What follows belongs to an exercise in optimizing a design on an open flow for small area, a short achievable clock period and few clock cycles per item; a production flow would make more cautious choices.
Function was checked by simulation only, so behaviour that the tests miss may differ from the original.
Power and IR drop assume default switching activity.

==> flow/design.v <==
module dtl_fec_tx (
    input  wire        clk,
    input  wire        rst,
    input  wire        cmd_valid,
    output wire        cmd_ready,
    input  wire        cmd_op,          
    input  wire [7:0]  push_data,       
    input  wire [3:0]  push_cnt,        
    input  wire [3:0]  bld_mod,         
    input  wire [3:0]  bld_fec,         
    input  wire [7:0]  bld_flen,        
    input  wire [15:0] cfg_floor,
    input  wire [15:0] cfg_maxempty,
    output reg         pay_valid,
    output reg  [15:0] pay_data,        
    output reg         frm_valid,
    output wire [11:0] frm_plen,
    output wire [11:0] frm_seq,
    output wire [3:0]  frm_fec,
    output reg  [7:0]  frm_cwid,
    output wire [13:0] frm_off,
    output wire [13:0] frm_short,
    output reg         frm_stop,
    output wire        frm_rem_pend
);
    integer i, j;
    function [5:0] f_ur(input [1:0] bm1, input [3:0] t);
        case ({bm1, t})
            6'd0: f_ur = {4'd0, 2'd0};
            6'd1: f_ur = {4'd1, 2'd0};
            6'd2: f_ur = {4'd2, 2'd0};
            6'd3: f_ur = {4'd3, 2'd0};
            6'd4: f_ur = {4'd4, 2'd0};
            6'd5: f_ur = {4'd5, 2'd0};
            6'd6: f_ur = {4'd6, 2'd0};
            6'd7: f_ur = {4'd7, 2'd0};
            6'd8: f_ur = {4'd8, 2'd0};
            6'd9: f_ur = {4'd9, 2'd0};
            6'd10: f_ur = {4'd10, 2'd0};
            6'd16: f_ur = {4'd0, 2'd0};
            6'd17: f_ur = {4'd1, 2'd1};
            6'd18: f_ur = {4'd1, 2'd0};
            6'd19: f_ur = {4'd2, 2'd1};
            6'd20: f_ur = {4'd2, 2'd0};
            6'd21: f_ur = {4'd3, 2'd1};
            6'd22: f_ur = {4'd3, 2'd0};
            6'd23: f_ur = {4'd4, 2'd1};
            6'd24: f_ur = {4'd4, 2'd0};
            6'd25: f_ur = {4'd5, 2'd1};
            6'd26: f_ur = {4'd5, 2'd0};
            6'd32: f_ur = {4'd0, 2'd0};
            6'd33: f_ur = {4'd1, 2'd2};
            6'd34: f_ur = {4'd1, 2'd1};
            6'd35: f_ur = {4'd1, 2'd0};
            6'd36: f_ur = {4'd2, 2'd2};
            6'd37: f_ur = {4'd2, 2'd1};
            6'd38: f_ur = {4'd2, 2'd0};
            6'd39: f_ur = {4'd3, 2'd2};
            6'd40: f_ur = {4'd3, 2'd1};
            6'd41: f_ur = {4'd3, 2'd0};
            6'd42: f_ur = {4'd4, 2'd2};
            6'd48: f_ur = {4'd0, 2'd0};
            6'd49: f_ur = {4'd1, 2'd3};
            6'd50: f_ur = {4'd1, 2'd2};
            6'd51: f_ur = {4'd1, 2'd1};
            6'd52: f_ur = {4'd1, 2'd0};
            6'd53: f_ur = {4'd2, 2'd3};
            6'd54: f_ur = {4'd2, 2'd2};
            6'd55: f_ur = {4'd2, 2'd1};
            6'd56: f_ur = {4'd2, 2'd0};
            6'd57: f_ur = {4'd3, 2'd3};
            6'd58: f_ur = {4'd3, 2'd2};
            default: f_ur = 6'd0;
        endcase
    endfunction
    function [5:0] f_cw(input cc2, input [1:0] r, input [1:0] bm1);
        case ({cc2, r, bm1})
            5'd0: f_cw = {4'd8, 2'd0};
            5'd1: f_cw = {4'd4, 2'd0};
            5'd2: f_cw = {4'd3, 2'd1};
            5'd3: f_cw = {4'd2, 2'd0};
            5'd4: f_cw = {4'd7, 2'd0};
            5'd5: f_cw = {4'd4, 2'd1};
            5'd6: f_cw = {4'd3, 2'd2};
            5'd7: f_cw = {4'd2, 2'd1};
            5'd8: f_cw = {4'd6, 2'd0};
            5'd9: f_cw = {4'd3, 2'd0};
            5'd10: f_cw = {4'd2, 2'd0};
            5'd11: f_cw = {4'd2, 2'd2};
            5'd12: f_cw = {4'd5, 2'd0};
            5'd13: f_cw = {4'd3, 2'd1};
            5'd14: f_cw = {4'd2, 2'd1};
            5'd15: f_cw = {4'd2, 2'd3};
            5'd16: f_cw = {4'd10, 2'd0};
            5'd17: f_cw = {4'd5, 2'd0};
            5'd18: f_cw = {4'd4, 2'd2};
            5'd19: f_cw = {4'd3, 2'd2};
            5'd20: f_cw = {4'd9, 2'd0};
            5'd21: f_cw = {4'd5, 2'd1};
            5'd22: f_cw = {4'd3, 2'd0};
            5'd23: f_cw = {4'd3, 2'd3};
            5'd24: f_cw = {4'd8, 2'd0};
            5'd25: f_cw = {4'd4, 2'd0};
            5'd26: f_cw = {4'd3, 2'd1};
            5'd27: f_cw = {4'd2, 2'd0};
            5'd28: f_cw = {4'd7, 2'd0};
            5'd29: f_cw = {4'd4, 2'd1};
            5'd30: f_cw = {4'd3, 2'd2};
            5'd31: f_cw = {4'd2, 2'd1};
            default: f_cw = 6'd0;
        endcase
    endfunction
    reg [127:0] q;               
    reg [7:0]   level;
    reg [7:0]   lvlk;            
    reg [3:0]   rooml;           
    reg [3:0]   roomk;           
    reg         rem_pend;
    reg [8:0]   rem_bits;        
    reg [3:0]   rem_len;
    reg [3:0]   rem_off;
    reg         rem_c2;          
    reg [7:0]   next_cw;         
    reg [11:0]  frame_no;
    reg [15:0]  empty_cnt;
    reg         busy;            
    reg         flush;           
    reg [1:0]   bm1;             
    reg [3:0]   need;            
    reg         c2;              
    reg [11:0]  sp;              
    reg         sp_ltn;          
    reg         sp_ltneed;       
    reg [1:0]   rfree;           
    reg [9:0]   psym;            
    reg [7:0]   flen4;           
    reg [15:0]  acc;             
    reg [3:0]   wcnt;
    reg [3:0]   off_h;
    reg [2:0]   short_h;
    reg         rv;              
    reg         rdy;             
    reg         rop;             
    reg  [7:0]  r_a;             
    reg  [3:0]  r_b;             
    reg         r_cok;           
    reg  [7:0]  r_floor;         
    reg         r_stope;         
    reg         nd;              
    reg         lvl_lo;          
    wire [3:0]  r_cnt = r_b;
    wire [7:0]  r_pb  = r_a;
    assign frm_plen     = {2'b00, psym};
    assign frm_seq      = frame_no;
    assign frm_fec      = c2 ? 4'd2 : 4'd1;
    assign frm_off      = {10'd0, off_h};
    assign frm_short    = {11'd0, short_h};
    assign frm_rem_pend = rem_pend;
    function [9:0] f_enc(input cc2, input [5:0] x);
        f_enc = cc2 ? {x[0] ^ x[2] ^ x[4], x[4] ^ x[5], x[2] ^ x[3], x[0] ^ x[1], x[5:0]}
                    : {2'b00, ~x[3:0], x[3:0]};
    endfunction
    wire [1:0] a_bm1 = r_b[1:0];
    wire       a_c2f = r_b[2];                       
    wire [7:0] a_flen = r_a;
    wire       fl1   = (a_flen == 8'd1);
    wire       fl2   = (a_flen == 8'd2);
    wire       c_is4 = fl1 && (a_bm1 == 2'd0);
    wire       c_is8 = (fl1 && (a_bm1 == 2'd1)) || (fl2 && (a_bm1 == 2'd0));
    reg  [11:0] cap;                                 
    always @* begin
        case (a_bm1)
            2'd0: cap = {2'b00, a_flen, 2'b00};
            2'd1: cap = {1'b0, a_flen, 3'b000};
            2'd2: cap = {2'b00, a_flen, 2'b00} + {1'b0, a_flen, 3'b000};
            default: cap = {a_flen, 4'b0000};
        endcase
    end
    wire       a_lvl0  = (level == 8'd0);
    wire       a_rpart = (c_is4 && rem_len > 4'd4) || (c_is8 && rem_len > 4'd8);
    wire [3:0] a_t     = a_rpart ? (c_is4 ? 4'd4 : 4'd8) : rem_len;
    wire [3:0] a_n     = a_c2f ? 4'd10 : 4'd8;
    wire [3:0] a_k     = a_c2f ? 4'd6 : 4'd4;
    wire       a_split = c_is4 || (c_is8 && a_c2f);
    wire [9:0] a_enc   = f_enc(a_c2f, q[5:0]);
    wire       a_short = (level < {4'd0, a_k});
    function f_room(input l1, input l2, input [1:0] bm, input [3:0] t);
        f_room = l1 ? (t <= 3 * (bm + 1)) : l2 ? (t <= 7 * (bm + 1)) : 1'b1;
    endfunction
    reg  [9:0] a_bits;
    reg  [3:0] a_len;
    reg        a_last;
    always @* begin
        if (rem_pend) begin
            a_bits = {1'b0, rem_bits & (a_rpart ? (c_is4 ? 9'h00F : 9'h0FF) : 9'h1FF)};
            a_len  = a_t;
            a_last = a_rpart || (rem_c2 != a_c2f) || a_lvl0 || !f_room(fl1, fl2, a_bm1, a_t);
        end else if (!a_lvl0) begin
            a_bits = a_split ? (a_enc & (c_is4 ? 10'h00F : 10'h0FF)) : a_enc;
            a_len  = a_split ? (c_is4 ? 4'd4 : 4'd8) : a_n;
            a_last = a_split || (level <= {4'd0, a_k}) || !f_room(fl1, fl2, a_bm1, a_n);
        end else begin
            a_bits = 10'd0;
            a_len  = 4'd0;
            a_last = 1'b1;
        end
    end
    wire        a_cw = !rem_pend && !a_lvl0;
    wire [5:0]  a_ur = f_ur(a_bm1, a_len);
    wire [3:0]  a_u  = a_ur[5:2];
    wire [1:0]  a_r  = a_ur[1:0];
    wire [11:0] a_sp = cap - {8'd0, a_len};
    wire [3:0]  a_nf = (rem_pend ? rem_c2 : a_c2f) ? 4'd10 : 4'd8;    
    wire [3:0]  a_need = a_nf + {2'b00, a_bm1} + 4'd1;
    wire [3:0] b_n     = c2 ? 4'd10 : 4'd8;
    wire [3:0] b_k     = c2 ? 4'd6 : 4'd4;
    wire       sp_hi   = (sp[11:4] != 8'd0);
    wire       b_split = sp_ltn;
    wire [9:0] b_enc   = f_enc(c2, q[5:0]);
    reg  [9:0] b_mask;
    always @* begin
        for (i = 0; i < 10; i = i + 1)
            b_mask[i] = (i < sp[3:0]);
    end
    wire [3:0] b_len   = b_split ? sp[3:0] : b_n;
    wire       b_last  = sp_ltneed || (lvlk == 8'd0);
    wire [5:0] b_ur    = f_cw(c2, rfree, bm1);
    wire [3:0] b_u     = b_ur[5:2];
    wire [1:0] b_r     = b_split ? 2'd0 : b_ur[1:0];
    wire       b_short = (level < {4'd0, b_k});
    wire [11:0] b_sp   = sp - {8'd0, b_n};
    reg [7:0] pb;
    always @* begin
        for (i = 0; i < 8; i = i + 1)
            pb[i] = (i < push_cnt) ? push_data[7 - i] : 1'b0;
    end
    wire [7:0] lvl_b  = busy ? lvlk : level;
    wire       p_fits = (r_cnt <= (busy ? roomk : rooml));
    wire       push_ok = r_cok && p_fits;
    wire       do_push  = rv && !rop && (flush || !busy || b_last || (nd && lvl_lo));
    wire       do_build = rv && rop && !busy && !flush;
    assign cmd_ready = rdy;
    wire ins_en  = do_push && push_ok && !rst;
    wire [15:0] pch = {8'd0, r_pb & {8{ins_en}}} << lvl_b[2:0];
    reg  [15:0] bsel;            
    always @* begin
        for (i = 0; i < 16; i = i + 1)
            bsel[i] = (lvl_b[6:3] == i);
    end
    reg  [127:0] ins;
    always @* begin
        for (i = 0; i < 128; i = i + 1)
            ins[i] = (bsel[i >> 3] & pch[i & 7]) |
                     (((i >> 3) != 0) ? (bsel[(i >> 3) - 1] & pch[8 + (i & 7)]) : 1'b0);
    end
    wire [9:0]  cbits = b_split ? (b_enc & b_mask) : b_enc;
    wire [25:0] comb  = {10'd0, acc} | ({16'd0, cbits} << wcnt);
    wire [5:0]  tw0   = {2'b00, wcnt} + {2'b00, b_len};
    wire [5:0]  tw1   = {2'b00, wcnt} + {2'b00, b_len} + {4'd0, b_r};
    wire [5:0]  tw    = b_last ? tw1 : tw0;
    wire        wfull = tw[4];    
    wire        empty    = (level < r_floor);
    wire [15:0] ecnt_inc = empty_cnt + {15'd0, (empty_cnt != 16'hFFFF)};
    wire [15:0] ecnt_d   = rst ? 16'd0 : !do_build ? empty_cnt : empty ? ecnt_inc : 16'd0;
    wire sh_cw = busy || (do_build && a_cw);
    wire sh_c2 = busy ? c2 : a_c2f;
    wire [3:0] k_d = (do_build ? (rem_pend ? rem_c2 : a_c2f) : c2) ? 4'd6 : 4'd4;
    reg [7:0] level_d;
    wire [7:0] lvlk_d = (level_d < {4'd0, k_d}) ? 8'd0 : level_d - {4'd0, k_d};
    always @* begin
        level_d = lvl_b;
        if (do_build && a_cw) level_d = a_short ? 8'd0 : level - {4'd0, a_k};
        if (do_push && push_ok) level_d = lvl_b + {4'd0, r_cnt};
        if (rst) level_d = 8'd0;
    end
    wire busy_d  = !rst && (busy ? !b_last : do_build && !a_last);
    wire flush_d = !rst && busy && b_last && wfull && (tw[3:0] != 4'd0);
    wire ltneed_d = busy ? (b_sp < {8'd0, need}) : do_build ? (a_sp < {8'd0, a_need}) : sp_ltneed;
    wire nd_d    = do_build ? ({4'd0, level} >= cap + 12'd6) : nd;
    wire rv_d    = !rst && (!cmd_ready || cmd_valid);
    wire rop_d   = cmd_ready ? cmd_op : rop;
    wire rdy_d   = !rv_d || (rop_d ? (!busy_d && !flush_d)
                                   : (flush_d || !busy_d || ltneed_d || (lvlk_d == 8'd0) ||
                                      (nd_d && (level_d <= 8'd124))));
    always @(posedge clk) begin
        rdy <= rdy_d;
        pay_valid <= 1'b0;
        frm_valid <= 1'b0;
        q <= (q & {128{!rst && !sh_cw}}) |
             ({4'd0, q[127:4]} & {128{!rst && sh_cw && !sh_c2}}) |
             ({6'd0, q[127:6]} & {128{!rst && sh_cw && sh_c2}}) |
             ins;
        if (frm_valid)
            frame_no <= frame_no + 12'd1;
        if (cmd_ready) begin
            rv      <= cmd_valid;
            rop     <= cmd_op;
            r_a     <= cmd_op ? bld_flen : pb;
            r_b     <= cmd_op ? {1'b0, bld_fec[1], bld_mod[1:0] - 2'd1} : push_cnt;
            r_cok   <= (push_cnt != 4'd0) && (push_cnt <= 4'd8);
            r_floor <= (cfg_floor[15:8] != 8'd0) ? 8'hFF : cfg_floor[7:0];
            r_stope <= (cfg_maxempty != 16'hFFFF) && !rst &&
                       (!do_build ? (empty_cnt >= cfg_maxempty)
                                  : empty ? (ecnt_inc >= cfg_maxempty) : (cfg_maxempty == 16'd0));
        end
        level  <= level_d;
        lvlk   <= lvlk_d;
        rooml  <= (level_d <= 8'd120) ? 4'd8 : 4'd0 - level_d[3:0];
        roomk  <= (lvlk_d <= 8'd120) ? 4'd8 : 4'd0 - lvlk_d[3:0];
        empty_cnt <= ecnt_d;
        lvl_lo <= (level_d <= 8'd124);
        nd     <= nd_d;
        sp_ltneed <= ltneed_d;
        if (do_build) begin
            bm1       <= a_bm1;
            need      <= a_need;
            sp_ltn    <= (a_sp < {8'd0, a_nf});
            flen4     <= a_flen;
            c2        <= rem_pend ? rem_c2 : a_c2f;
            frm_cwid  <= next_cw - {7'd0, rem_pend};
            off_h     <= rem_pend ? rem_off : 4'd0;
            frm_stop  <= empty && r_stope;
            short_h   <= (a_cw && a_short) ? a_k[2:0] - level[2:0] : 3'd0;
            sp        <= a_sp;
            rfree     <= a_r;
            psym      <= {6'd0, a_u};
            if (rem_pend) begin
                if (a_rpart) begin
                    rem_bits <= c_is4 ? {4'd0, rem_bits[8:4]} : {8'd0, rem_bits[8]};
                    rem_len  <= rem_len - (c_is4 ? 4'd4 : 4'd8);
                    rem_off  <= rem_off + (c_is4 ? 4'd4 : 4'd8);
                end else begin
                    rem_pend <= 1'b0;
                end
            end else if (a_cw) begin
                next_cw <= next_cw + 8'd1;
                if (a_split) begin
                    rem_pend <= 1'b1;
                    rem_bits <= c_is4 ? a_enc[9:4] : {7'd0, a_enc[9:8]};
                    rem_len  <= a_n - (c_is4 ? 4'd4 : 4'd8);
                    rem_off  <= c_is4 ? 4'd4 : 4'd8;
                    rem_c2   <= a_c2f;
                end
            end
        end
        if (busy) begin
            sp      <= b_sp;
            sp_ltn    <= (b_sp < {8'd0, b_n});
            rfree   <= b_r;
            psym    <= b_split ? {flen4, 2'b00} : psym + {6'd0, b_u};
            next_cw <= next_cw + 8'd1;
            short_h <= b_short ? b_k[2:0] - level[2:0] : 3'd0;
            if (b_split) begin
                rem_pend <= 1'b1;
                rem_bits <= b_enc[9:1] >> (sp[3:0] - 4'd1);
                rem_len  <= b_n - sp[3:0];
                rem_off  <= sp[3:0];
                rem_c2   <= c2;
            end
        end
        if (busy) begin
            busy <= !b_last;
            pay_data <= comb[15:0];
            if (wfull) begin
                pay_valid <= 1'b1;
                acc  <= comb[25:16];
                wcnt <= tw[3:0];
                if (b_last) begin
                    if (tw[3:0] != 4'd0) flush <= 1'b1;
                    else frm_valid <= 1'b1;
                end
            end else if (b_last) begin
                pay_valid <= (tw != 6'd0);
                frm_valid <= 1'b1;
            end else begin
                acc  <= comb[15:0];
                wcnt <= tw[3:0];
            end
        end else if (do_build) begin
            busy     <= !a_last;
            pay_data <= {6'd0, a_bits};
            pay_valid <= a_last && (a_len != 4'd0);
            frm_valid <= a_last;
            acc  <= {6'd0, a_bits};
            wcnt <= a_len;
        end
        if (flush) begin
            pay_valid <= 1'b1;
            pay_data  <= acc;
            frm_valid <= 1'b1;
            flush <= 1'b0;
        end
        if (rst) begin
            busy      <= 1'b0;
            rv        <= 1'b0;
            flush     <= 1'b0;
            pay_valid <= 1'b0;
            frm_valid <= 1'b0;
            rem_pend  <= 1'b0;
            next_cw   <= 8'd0;
            frame_no  <= 12'd0;
        end
    end
endmodule
==> flow/run.sh <==
#!/bin/bash
# synth_recipe.tcl (not shown) runs the flow's synth.tcl, then flattens the netlist and writes it again
# the make line also repeats each setting of config.mk as NAME=value (left out here)
make -C /OpenROAD-flow-scripts/flow DESIGN_CONFIG=/design/flow/config.mk WORK_HOME=/design/flow/orfs CLKGATE_MAP_FILE= SYNTH_SCRIPT=/design/flow/synth_recipe.tcl finish
==> flow/config.mk <==
export PLATFORM = sky130hd
export DESIGN_NAME = dtl_fec_tx
export DESIGN_NICKNAME = dtl_fec_tx
export VERILOG_FILES = /design/flow/design.v
export SDC_FILE = /design/flow/constraint.sdc
export NUM_CORES = 4
export LEC_CHECK = 0
export CAP_MARGIN = 20
export CORE_MARGIN = 2
export CORE_UTILIZATION = 55
export CTS_CLUSTER_DIAMETER = 80
export CTS_CLUSTER_SIZE = 40
export SETUP_SLACK_MARGIN = 3.0
export SLEW_MARGIN = 20
==> flow/constraint.sdc <==
create_clock -name core_clock -period 7.0 [get_ports {clk}]
set_input_delay 1.4000 -clock core_clock [delete_from_list [all_inputs] [get_ports {clk}]]
set_output_delay 1.4000 -clock core_clock [all_outputs]
set_load 0.01 [all_outputs]
==> impl_results.md, run 1 <==
- Status: finished clean
- Min Hold Slack: 0.502 ns
- Post-Synth XOR/XNOR Area: 4.39%
- CTS H-Tree Depth: 1
- Pre-CTS setup slack: 1.70 ns
- Starting DRT DRC Count: 2,721
- Cells after Synth: 2,358
- FP Rows: 71
- Actual slew at the worst max-slew pin: 1.07 ns
- Final-stage net count: 2,624
- Final GP Congestion: 0.978
- Die Y: about 200 µm
- Pleak: between 9 and 10 nW
- Multi-input combinational cell area: 12,800 µm²
- Die area: 40,100 µm²
- N_diodes: 0
- Final Hold Violating Endpoints: 0
- Clock Sinks: 330
- Fmax: about 240 MHz
- Via count: 19,700
- Flops & latches, synth: between 300 and 400
- Reg2reg end: rdy
- Endpoint type of the worst setup path: flip-flop
- Synth top cells by count: dfxtp_1 (218), nand2_1 (204), nor2_1 (157)
- Synth area leaders: dfxtp_1 (21%), edfxtp_1 (16%), ha_1 (7.6%)
- Clk Latency, worst-skew pair: around 0.57 ns
- Share of layout cells above drive strength 1: 11.5%
- Total core area: 37,800 µm²
- DR DRC count: 0
- RSZ-0062 raised after global routing: true
- Most numerous cell in the Yosys netlist: dfxtp_1
- Initial Util: 56.0%
- Reg2Reg Setup Slack: 2.85 ns
- Clock Tree Buf Depth: 3
- TritonCTS Buffers: 20
- Vias in the first global route: ~19,000
- Detail Route Antenna Nets: 0
- Crit path time final: between 4 and 5 ns
- Setup Viol. Count Final: 0
- Reg area: 7740 µm²
- # fillers: 3,136
- Origin of the critical flop-to-flop path: busy
- Hold EP: rem_off[0]
- Ys flop type: dfxtp_1
- Final instance area: 24,500 µm²
- Largest family of logic cells by synthesized area: compound AO/OA/AOI/OAI gates
- Mapped Avg Cell Area: 8.97 µm²
- Post-layout utilization of the core: 64.8%
- Worst Path Required: 7.48 ns
- Compound-Gate Fraction of Synth Area: between 20% and 30%
- Setup TNS: 0 ns
- Multiplexer area fraction after synthesis: 2.99%
- Worst Hold Launch: rem_off[0]
- Sequential cell area fraction in the yosys report: 36.5%
- Dpl cell area: around 23,000 µm²
- Critical path arrival: 4.63 ns
- Post-Synth Adder-Cell Area: 8.47%
- Clock Pin Slew Worst Setup and Hold Paths: between 0.1 and 0.15 ns
- Post-synth top area cell: dfxtp_1
- Fin worst setup slack: 2.85 ns
- Hold Path Cell Cnt: 1
- Post-Synth Simple-Gate Area: between 10% and 20%
- Post-DP HPWL: 42.2 mm
- Root buffer cell: clkbuf_16
- FFs w/ async S/R, synth: 0%
- Pins Over Slew Limit: 0
- Number of flops mapped to enable cells by yosys: 112
- Fin crit share: 59.3%
- Fin Clk Skew: 0.0287 ns
- R2R depth: 19
- Normalized max-slew margin: between 20% and 30%
- Pre-antenna DRT Iters: 13
- Setup CP Type: reg -> reg
- GRT overflow: 0
- CP Max Fanout: 13
- First-pass GRT wire length: 101 mm
- Power density over the cells: 224 nW/µm²
- Maxcap violations: 0
- Synthesized cell area: 21,200 µm²
- Mean number of vias per cell: 6.69
- Crit start category: flip-flop
- Largest net degree at the start of global routing: 125
- Synth Warn #: 1
- Netlist cell types: between 90 and 100
- Die Wd: 200 µm
- Total routed wirelength: 62.7 mm
- Wire per inst: 21.3 µm
- VDD IR max: 0.220 mV
- Worst Hold Class: reg -> reg
- Yosys top cell area share: 20.6%
- Gr usage total: 30.3%
- Port buffer count: around 120
- Area growth from synthesis to layout: 15.6%
- CTS tree: yes
- # IOs: 149
- Initial antenna violation count: 0
## layer usage
layer	share of wire (%)	global-route usage, %	up-vias
met5	0	0	-
met4	3.5	11.9	0
met3	7.9	3.45	156
met2	45	48.4	970
met1	43	42.1	9467
li1	-	-	9118
## critical path, stage by stage (launching register included)
cell	delay, ns
dfxtp_4	0.42
buf_12	0.16
nand2_1	0.05
a21boi_2	0.16
inv_2	0.22
ha_4	0.26
o21ai_0	0.15
o21bai_1	0.13
and3_1	0.20
a2111oi_1	0.39
a211oi_1	0.12
buf_4	0.22
or4_4	0.50
nor2_4	0.14
nor2_1	0.06
inv_1	0.08
ha_4	0.14
inv_1	0.06
a2111oi_4	0.44
a2bb2oi_2	0.17
## flip-flops by register name, summed over array words and instances (netlist names), 8 cells and up
signal / cells
rem_bits: 9
flen4: 8
r_floor: 8
r_a: 8
psym: 10
frm_cwid: 8
empty_cnt: 16
acc: 16
next_cw: 8
q: 128
frame_no: 12
level: 8
sp: 12
lvlk: 8
pay_data: 16
## cell families (layout without fill, tap and decap cells)
family / after synthesis / after routing
flip-flops: 330 / 330
AO/OA/AOI/OAI: 757 / 757
other: 1 / 25
XOR/XNOR: 106 / 106
adder cells (fa/ha/maj): 138 / 138
AND/OR/NAND/NOR: 650 / 650
buffers and inverters: 315 / 370
multiplexers: 61 / 61
## power breakdown
group,internal [mW],total (mW),leakage [nW],switching [mW]
Combinational,0.692,1.75,6.02,1.05
Sequential,2.12,2.28,2.83,0.161
Clock,0.640,1.46,0.384,0.819
## cells in the final DEF, fill, tap and decap left out, drive strengths merged, types with 25 or more instances in the layout
cell	instances
a21oi	156
o221ai	113
inv	125
a211oi	31
conb	25
nand3	55
a222oi	127
mux2i	44
ha	128
nor2b	28
nor3	41
clkdlybuf4s50	117
edfxtp	112
a21o	25
nand2	204
dfxtp	218
nor2	157
xnor2	50
xor2	56
o21ai	130
buf	91
## metrics by stage
stage          power, mW  instances
2_1_floorplan       3.38       2382
3_3_place_gp        3.80       2842
3_5_place_dp        3.84       2842
4_1_cts             5.43       2936
5_1_grt             5.76       2948
6_report            5.48       2948
## cell type report
cell class	count	area share, %
clock buffers	21	2.15
clock inverters	15	1.16
inverters	123	1.98
multi-input cells	1737	52.2
flip-flops and latches	330	31.6
well taps	511	2.61
repair buffers	211	8.26
## how the worst max path moves through the flow
stage	start	to	slack, ns	depth (start not counted)
finish	busy	rdy	2.85	19
global route	busy	rdy	2.66	19
CTS	r_a[1]	rdy	3.00	16
detailed placement	r_b[0]	rdy	1.70	16
global placement	r_b[0]	rdy	1.89	16
floorplan	busy	roomk[3]	2.84	22
## repair_timing
item,in CTS,in global routing
resized for setup,96,25
hold buffers,0,0
pin swaps,35,15
endpoints found under the setup margin,119,66
buffers inserted,55,12
endpoints found under the hold margin,0,0
gates cloned,3,0
Testbench counts, summed over its fixed seeds: cycles 3,788, frames 618.
==> run 2, diff against run 1 <==
--- a/flow/design.v
+++ b/flow/design.v
@@ -118,7 +118,7 @@
     reg         rem_pend;
     reg [8:0]   rem_bits;        
-    reg [3:0]   rem_len;
     reg [3:0]   rem_off;
     reg         rem_c2;          
+    wire [3:0]  rem_len = (rem_c2 ? 4'd10 : 4'd8) - rem_off;    
     reg [7:0]   next_cw;         
     reg [11:0]  frame_no;
@@ -127,5 +127,4 @@
     reg         flush;           
     reg [1:0]   bm1;             
-    reg [3:0]   need;            
     reg         c2;              
     reg [11:0]  sp;              
@@ -214,4 +213,5 @@
     wire [3:0]  a_need = a_nf + {2'b00, a_bm1} + 4'd1;
     wire [3:0] b_n     = c2 ? 4'd10 : 4'd8;
+    wire [3:0] need    = b_n + {2'b00, bm1} + 4'd1;    
     wire [3:0] b_k     = c2 ? 4'd6 : 4'd4;
     wire       sp_hi   = (sp[11:4] != 8'd0);
@@ -300,7 +300,5 @@
             r_cok   <= (push_cnt != 4'd0) && (push_cnt <= 4'd8);
             r_floor <= (cfg_floor[15:8] != 8'd0) ? 8'hFF : cfg_floor[7:0];
-            r_stope <= (cfg_maxempty != 16'hFFFF) && !rst &&
-                       (!do_build ? (empty_cnt >= cfg_maxempty)
-                                  : empty ? (ecnt_inc >= cfg_maxempty) : (cfg_maxempty == 16'd0));
+            r_stope <= (cfg_maxempty != 16'hFFFF) && (ecnt_d >= cfg_maxempty);
         end
         level  <= level_d;
@@ -314,5 +312,4 @@
         if (do_build) begin
             bm1       <= a_bm1;
-            need      <= a_need;
             sp_ltn    <= (a_sp < {8'd0, a_nf});
             flen4     <= a_flen;
@@ -328,5 +325,4 @@
                 if (a_rpart) begin
                     rem_bits <= c_is4 ? {4'd0, rem_bits[8:4]} : {8'd0, rem_bits[8]};
-                    rem_len  <= rem_len - (c_is4 ? 4'd4 : 4'd8);
                     rem_off  <= rem_off + (c_is4 ? 4'd4 : 4'd8);
                 end else begin
@@ -338,5 +334,4 @@
                     rem_pend <= 1'b1;
                     rem_bits <= c_is4 ? a_enc[9:4] : {7'd0, a_enc[9:8]};
-                    rem_len  <= a_n - (c_is4 ? 4'd4 : 4'd8);
                     rem_off  <= c_is4 ? 4'd4 : 4'd8;
                     rem_c2   <= a_c2f;
@@ -354,5 +349,4 @@
                 rem_pend <= 1'b1;
                 rem_bits <= b_enc[9:1] >> (sp[3:0] - 4'd1);
-                rem_len  <= b_n - sp[3:0];
                 rem_off  <= sp[3:0];
                 rem_c2   <= c2;
--- a/flow/config.mk
+++ b/flow/config.mk
@@ -11,4 +11,5 @@
 export CTS_CLUSTER_DIAMETER = 80
 export CTS_CLUSTER_SIZE = 40
+export PLACE_DENSITY = 0.75
 export SETUP_SLACK_MARGIN = 3.0
 export SLEW_MARGIN = 20
==> run 2 against run 1 <==
Compared with the run above: sequential share of layout area rose by 0.54 points; first-iteration DRC count decreased by 15%; worst hold slack worse by 0.027 ns; clock power about the same; combinational power shrank 13%; largest cell class unchanged; largest power group unchanged.
==> impl_results.md, run 2 <==
- Status: finished clean
- Critical path arrival: 4.48 ns (-0.15 ns)
- Most flop-heavy register: q
- Origin of the critical flop-to-flop path: r_a[6]
- Gr usage total: 29.7% (-0.58 points)
- Fin crit share: 57.8% (-1.5 points)
- N_diodes: 0 (unchanged)
- Crit path cell chain: inv_1 > ha_1 > and3_1 > nand3_4 > clkinvlp_4 > buf_4 > a21oi_1 > o22ai_2 > nor2_1 > ha_1 > a21o_1 > a21oi_1 > nor2b_1 > o21ai_0 > nand3_1 > o31ai_4 > nor2_1 > a221oi_1 > nor2_1
- Final-stage net count: 2,557 (-2.6%)
- Crit path time final: 4.05 ns (-0.105 ns)
- Die area: 38,800 µm² (-3.2%)
- CTS tree: yes
- Clock power frac: 28.5% (+1.9 points)
- Ys flop type: dfxtp_1
- FFs w/ async S/R, synth: 0% (unchanged)
- Mapped Avg Cell Area: 8.85 µm² (-1.4%)
- Critical path's largest stage delay: 0.42 ns (-0.08 ns)
- First-pass GRT wire length: 94.1 mm (-6.5%)
- Largest net degree at the start of global routing: 129 (+3.2%)
- GRT overflow: 0 (unchanged)
- Netlist cell types: 102 (+11%)
- Fraction of power consumed by combinational cells: 30.0% (-1.8 points)
- Die Wd: 197 µm (-1.6%)
- Starting DRT DRC Count: 2,322 (-15%)
- Mean number of vias per cell: 6.65 (-0.52%)
- Pleak: 8.90 nW (-3.6%)
- Yosys top cell area share: 20.9% (+0.30 points)
- Internal power: 3.25 mW (-5.7%)
- Worst Hold Class: reg -> reg
- Reg2Reg Setup Slack: 2.95 ns (+0.10 ns)
- Clock Tree Buf Depth: 3 (unchanged)
- Placed insts: 2,775 (-2.4%)
- Final Hold Violating Endpoints: 0 (unchanged)
- Reg2reg end: pay_valid
- Vias in the first global route: 18,200 (-2.2%)
- Fin Clk Skew: 0.0360 ns (+0.00726 ns)
- Setup CP Type: reg -> reg
- Cell Count, Final, Fillers Out: 2,854 (-3.2%)
- Flops & latches, synth: 323 (-2.1%)
- CP Max Fanout: 9 (-4)
- Normalized max-slew margin: 24.6% (-4.3 points)
- Post-synth top area cell: dfxtp_1
- RSZ-0062 raised after global routing: true
- Fin worst setup slack: 2.95 ns (+0.105 ns)
- VDD IR max: 0.196 mV (-11%)
- Synth Warn #: 1 (unchanged)
- Crit start category: flip-flop
- Initial antenna violation count: 0 (unchanged)
- Final GP Congestion: 0.931 (-4.8%)
- Die Y: 197 µm (-1.6%)
- R2R depth: 19 (unchanged)
- Synthesized cell area: 20,500 µm² (-3.2%)
- Hold EP: q[124]
- Sequential cell area fraction in the yosys report: 36.9% (+0.39 points)
- Slowest CP cell: edfxtp_1
- Worst Hold Launch: q[124]
- Number of flops mapped to enable cells by yosys: 109 (-2.7%)
- Pre-CTS setup slack: 1.87 ns (+0.176 ns)
- Setup Viol. Count Final: 0 (unchanged)
- Synth top cells by count: nand2_1 (240), nor2_1 (219), dfxtp_1 (214)
- Pre-antenna DRT Iters: 17 (+4)
- Power density over the cells: 217 nW/µm² (-3.1%)
- Pins Over Slew Limit: 0 (unchanged)
- CTS Hold Bufs: 0 (unchanged)
- Cells after Synth: 2,313 (-1.9%)
- Sequential share of power: 41.5% (about the same)
- Most numerous cell in the Yosys netlist: nand2_1
- Clk Latency, worst-skew pair: 0.57 ns (about the same)
- Worst Setup SP: r_a[6]
- Total core area: 36,600 µm² (-3.0%)
- Switching share of power: 36.3% (-0.78 points)
- Switch Pwr: 1.85 mW (-8.8%)
- FP Rows: 70 (-1.4%)
- Share of layout cells above drive strength 1: 10.6% (-0.89 points)
- Most common cell after layout, fill and taps aside: nand2_1
- # IOs: 149 (unchanged)
- Total power: 5.11 mW (-6.8%)
- Clock Pin Slew Worst Setup and Hold Paths: 0.11 ns (about the same)
- CTS H-Tree Depth: 1 (unchanged)
- Hold Path Cell Cnt: 2 (+1)
- Root buffer cell: clkbuf_16
- Most frequent cells in the layout: nand2_1 (235), nor2_1 (210), dfxtp_1 (207)
- Synth area leaders: dfxtp_1 (21%), edfxtp_1 (16%), ha_1 (6.8%)
- Max reg flops: 128 (unchanged)
- Post-DP HPWL: 40.2 mm (-4.6%)
- DR DRC count: 0 (unchanged)
- Port buffer count: 118 (unchanged)
- Wire per inst: 20.9 µm (-1.6%)
- Worst Path Required: 7.43 ns (-0.05 ns)
- Total routed wirelength: 59.8 mm (-4.7%)
- Via count: 19,000 (-3.7%)
- Post-layout utilization of the core: 64.3% (-0.54 points)
- Clock Sinks: 323 (-2.1%)
- Maxcap violations: 0 (unchanged)
- TritonCTS Buffers: 20 (unchanged)
- Actual slew at the worst max-slew pin: 1.13 ns (+0.0615 ns)
- Detail Route Antenna Nets: 0 (unchanged)
- Initial Util: 55.9% (-0.12 points)
- Setup TNS: 0 ns (unchanged)
- Fmax: 247 MHz (+2.6%)
- Endpoint type of the worst setup path: flip-flop
- Crit path top cell by count: nor2_1
- Area growth from synthesis to layout: 14.9%
==> run 2: worst max-delay path by stage <==
stage                endpoint  slack (ns)  depth (start not counted)
floorplan            roomk[3]        2.89                         23
global placement      r_stope        2.01                         15
detailed placement    r_stope        1.87                         15
CTS                 pay_valid        2.97                         19
global route          r_stope        2.76                         22
finish              pay_valid        2.95                         19
==> run 2: cell type report <==
| cell class | count | area (µm²) |
|---|---|---|
| clock inverters | 13 | 275 |
| fillers | 3030 | 13100 |
| repair buffers | 182 | 1750 |
| well taps | 468 | 586 |
| inverters | 111 | 435 |
| clock buffers | 23 | 533 |
| flip-flops and latches | 323 | 7570 |
| multi-input cells | 1734 | 12400 |
==> run 2: what timing repair did <==
| action | 4_1_cts | 5_1_grt |
|---|---|---|
| pin swaps | 21 | 11 |
| setup endpoints to repair | 110 | 144 |
| gates resized for setup | 59 | 51 |
| setup buffers | 22 | 21 |
==> run 2: kinds of logic (layout without fill, tap and decap cells) <==
logic type	count (synthesis)	after routing	share of synthesized area (%)
multiplexers	67	67	3.61
other	1	25	0.0183
XOR/XNOR	105	105	4.49
flip-flops	323	323	36.9
AND/OR/NAND/NOR	741	741	16.8
buffers and inverters	280	329	5.76
adder cells (fa/ha/maj)	122	122	7.81
AO/OA/AOI/OAI	674	674	24.6
==> run 2: layer usage <==
layer | share of wire [%] | up-vias | GRT usage (%) | wire, µm
met3 | 8.8 | 169 | 4.59 | 5240
met4 | 4.4 | 0 | 13.1 | 2650
met5 | 0 | - | 0 | 0
met2 | 46 | 973 | 49.6 | 27800
li1 | - | 8826 | - | -
met1 | 40 | 9015 | 38.2 | 24100
==> run 2: power by group through the flow <==
stage          clock network [mW]  registers [mW]  logic (mW)
6_report                     1.45            2.12        1.53
2_1_floorplan                   0            2.13       0.986
5_1_grt                      1.54            2.13        1.65
3_3_place_gp                    0            2.16        1.27
4_1_cts                      1.48            2.11        1.40
3_5_place_dp                    0            2.17        1.31
==> run 2: worst max-delay path: cells and delay by family, from the launching register on <==
family	cells	cell delay (ns)
buffers and inverters	3	0.53
DFF	1	0.42
AOI/OAI and AO/OA	7	1.39
and+or+nand+nor	7	1.04
adders and majority gates	2	0.52
==> run 2: per-stage QoR <==
step	hold WS (ns)	cell area, µm²
3_3_place_gp	0.454	21800
5_1_grt	0.510	23500
3_5_place_dp	0.455	21800
2_1_floorplan	0.430	20700
6_report	0.475	23500
4_1_cts	0.470	23100
Testbench counts of run 2, summed over its fixed seeds: cycles 3,788, frames 618.
==> run 3, diff against run 2 <==
--- a/flow/config.mk
+++ b/flow/config.mk
@@ -9,6 +9,6 @@
 export CORE_MARGIN = 2
 export CORE_UTILIZATION = 55
-export CTS_CLUSTER_DIAMETER = 80
-export CTS_CLUSTER_SIZE = 40
+export CTS_CLUSTER_DIAMETER = 60
+export CTS_CLUSTER_SIZE = 30
 export PLACE_DENSITY = 0.75
 export SETUP_SLACK_MARGIN = 3.0
==> run 3 against run 2 <==
Compared with the run above: still clean; setup slack lost 0.045 ns; register-to-register slack got worse by 0.04 ns; fmax down 1.1%; total power is 4.2% higher; critical path type unchanged; critical endpoint unchanged; largest cell class unchanged; largest power group unchanged; highest routed layer unchanged.
==> impl_results.md, run 3 <==
- Clock Sinks: 323 (unchanged)
- GRT overflow: 0 (unchanged)
- # IOs: 149 (unchanged)
- Normalized max-slew margin: 25.3% (+0.76 points)
- DR DRC count: 0 (unchanged)
- Most numerous cell in the Yosys netlist: nand2_1
- Reg2reg end: pay_valid
- Pleak: 9.00 nW (+1.1%)
- CP Max Fanout: 7 (-2)
- Die Y: 197 µm (unchanged)
- Sequential cell area fraction in the yosys report: 36.9% (unchanged)
- Critical path arrival: 4.53 ns (+0.05 ns)
- Fin Clk Skew: 0.0141 ns (-0.0219 ns)
- Final Hold Violating Endpoints: 0 (unchanged)
- Netlist cell types: 102 (unchanged)
- Crit path time final: 4.09 ns (+0.0447 ns)
- Post-Synth Adder-Cell Area: 7.81% (unchanged)
- Yosys top cell area share: 20.9% (unchanged)
- Die Wd: 197 µm (unchanged)
- Worst Hold Class: reg -> reg
- Mean number of vias per cell: 6.66 (+0.10%)
- Total power: 5.32 mW (+4.2%)
- Mapped Avg Cell Area: 8.85 µm² (unchanged)
- Synth top cells by count: nand2_1 (240), nor2_1 (219), dfxtp_1 (214)
- Fmax: 244 MHz (-1.1%)
- Synthesized cell area: 20,500 µm² (unchanged)
- Vias in the first global route: 18,200 (+0.20%)
- Clock Pin Slew Worst Setup and Hold Paths: 0.08 ns (-0.03 ns)
- Post-Synth Simple-Gate Area: 16.8% (unchanged)
- Number of flops mapped to enable cells by yosys: 109 (unchanged)
- Root buffer cell: clkbuf_16
- Port buffer count: 118 (unchanged)
- Setup TNS: 0 ns (unchanged)
- Power density over the cells: 225 nW/µm² (+3.8%)
- Pins Over Slew Limit: 0 (unchanged)
- Hold Path Cell Cnt: 2 (unchanged)
- Clock Tree Buf Depth: 3 (unchanged)
- Total routed wirelength: 59.5 mm (-0.54%)
- Initial Util: 55.9% (unchanged)
- CTS H-Tree Depth: 1 (unchanged)
- Detail Route Antenna Nets: 0 (unchanged)
- Multiplexer area fraction after synthesis: 3.61% (unchanged)
- Status: finished clean
- Wire per inst: 20.7 µm (-1.1%)
- Reg2Reg Setup Slack: 2.91 ns (-0.04 ns)
- Final-stage net count: 2,565 (+0.31%)
- Clk Latency, worst-skew pair: 0.58 ns (about the same)
- Initial antenna violation count: 0 (unchanged)
- Largest family of logic cells by synthesized area: compound AO/OA/AOI/OAI gates
- Origin of the critical flop-to-flop path: r_a[6]
- Most common cell after layout, fill and taps aside: nand2_1
- Via count: 19,100 (+0.66%)
- Pre-CTS setup slack: 1.87 ns (unchanged)
- Synth Warn #: 1 (unchanged)
- FFs w/ async S/R, synth: 0% (unchanged)
- RSZ-0062 raised after global routing: true
- Hold EP: q[124]
- Largest net degree at the start of global routing: 129 (unchanged)
- Cell Count, Final, Fillers Out: 2,870 (+0.56%)
- N_diodes: 0 (unchanged)
- Cells after Synth: 2,313 (unchanged)
- Die area: 38,800 µm² (unchanged)
- TritonCTS Buffers: 29 (+45%)
- Worst Path Required: 7.43 ns (about the same)
- Most frequent cells in the layout: nand2_1 (238), nor2_1 (212), dfxtp_1 (208)
- Most flop-heavy register: q
- VDD IR max: 0.207 mV (+5.8%)
- Setup CP Type: reg -> reg
- Gr usage total: 29.7% (about the same)
- Fin crit share: 58.5% (+0.64 points)
- First-pass GRT wire length: 94.3 mm (+0.15%)
- CTS tree: yes
- Share of layout cells above drive strength 1: 10.6% (-0.071 points)
- Post-Synth XOR/XNOR Area: 4.49% (unchanged)
- Actual slew at the worst max-slew pin: 1.12 ns (-0.0114 ns)
- Crit start category: flip-flop
- Area growth from synthesis to layout: 15.3%
- Post-DP HPWL: 40.2 mm (unchanged)
- Total core area: 36,600 µm² (unchanged)
- Post-synth top area cell: dfxtp_1
- Min Hold Slack: 0.469 ns (-0.00579 ns)
- Max reg flops: 128 (unchanged)
- Pre-antenna DRT Iters: 13 (-4)
- Final GP Congestion: 0.931 (unchanged)
- FP Rows: 70 (unchanged)
- Ys flop type: dfxtp_1
- Endpoint type of the worst setup path: flip-flop
- Starting DRT DRC Count: 2,510 (+8.1%)
- Setup Viol. Count Final: 0 (unchanged)
- Flops & latches, synth: 323 (unchanged)
- Maxcap violations: 0 (unchanged)
- Worst Hold Launch: q[124]
- Fin worst setup slack: 2.91 ns (-0.0447 ns)
- R2R depth: 19 (unchanged)
- Synth area leaders: dfxtp_1 (21%), edfxtp_1 (16%), ha_1 (6.8%)
- Placed insts: 2,775 (unchanged)
- Compound-Gate Fraction of Synth Area: 24.6% (unchanged)
==> run 3: critical path, stage by stage (launching register included) <==
cell and delay, ns:
edfxtp_1 0.42, inv_1 0.16, ha_1 0.20, and3_1 0.29, nand3_4 0.21, clkinvlp_4 0.21, buf_4 0.14, a21oi_1 0.05
o22ai_2 0.26, nor2_1 0.08, ha_1 0.32, a21o_1 0.20, a21oi_2 0.15, nor2b_1 0.07, o21ai_0 0.23, nand3_1 0.18
o31ai_4 0.26, nor2_1 0.12, a221oi_1 0.30, nor2_1 0.11
==> run 3: layout make-up <==
cell class / count / area [µm²]
multi-input combinational: 1734 / 12300
clock inverter: 22 / 272
timing repair buffer: 181 / 1730
sequential: 323 / 7570
inverter: 111 / 429
fill: 3038 / 13000
clock buffer: 31 / 733
tap: 468 / 586
==> run 3: logic make-up (layout without fill, tap and decap cells) <==
group | count (synthesis) | after routing
xor+xnor | 105 | 105
buf+inv | 280 | 345
flops | 323 | 323
other cells | 1 | 25
mux | 67 | 67
simple gates | 741 | 741
fa+ha+maj | 122 | 122
compound gates | 674 | 674
==> run 3: worst max-delay path by stage <==
stage | start | endpoint
after floorplan | busy | roomk[3]
after global placement | rst | r_stope
after detailed placement | rst | r_stope
after CTS | rem_c2 | rdy
after global routing | r_a[1] | rdy
final | r_a[6] | pay_valid
==> run 3: report_power, final <==
part           internal [mW]  switching (mW)
logic                  0.581           0.934
registers               2.03          0.0909
clock network          0.852           0.836
total                   3.46            1.86
==> run 3: routing by layer <==
layer | up-vias | share of wire [%] | GRT usage, %
li1 | 8858 | - | -
met1 | 9088 | 41 | 38.6
met2 | 965 | 47 | 49.5
met3 | 198 | 8.3 | 4.18
met4 | 0 | 4.3 | 13.2
met5 | - | 0 | 0
==> run 3: repair_timing <==
action / CTS / global route
hold buffers: 0 / 0
setup buffers: 22 / 20
resized for setup: 59 / 31
setup endpoints to repair: 112 / 145
pin swaps: 23 / 7
==> run 3: stage by stage <==
stage,instance area [µm²],utilization (%)
2_1_floorplan,20700,-
3_3_place_gp,21800,59.6
3_5_place_dp,21800,59.6
4_1_cts,23300,63.6
5_1_grt,23600,64.5
6_report,23600,64.5

==> afterwards: timing with drivers on the ports <==
In the flow no input, the clock included, has a driving cell. The finished layouts below were timed again as built, in two steps.
Step 1 assumes that a clkbuf_16 drives the clock port and a buf_2 every other input.
Step 2 moves the port delays by t, midway between the first and last clock arrival at a register: inputs arrive t later, outputs are due t later. That takes back most of the time a late clock gives input paths.
a / b / c = ideal ports / drivers / drivers and shift; a / b = the first two.
run	t, ns	slack for setup (ns)	hold WS [ns]	pins driven straight from the clock port
run 1	0.609	2.847 / 2.847 / 2.465	0.502 / 0.502 / 0.502	1
run 2	0.606	2.951 / 2.951 / 2.552	0.475 / 0.475 / 0.475	1
run 3	0.623	2.907 / 2.907 / 2.632	0.469 / 0.469 / 0.469	1
After both steps every run listed still meets setup and hold. For run 2, which loses most, drivers alone change the setup slack by 0.000 ns; drivers and shift together by -0.399 ns.
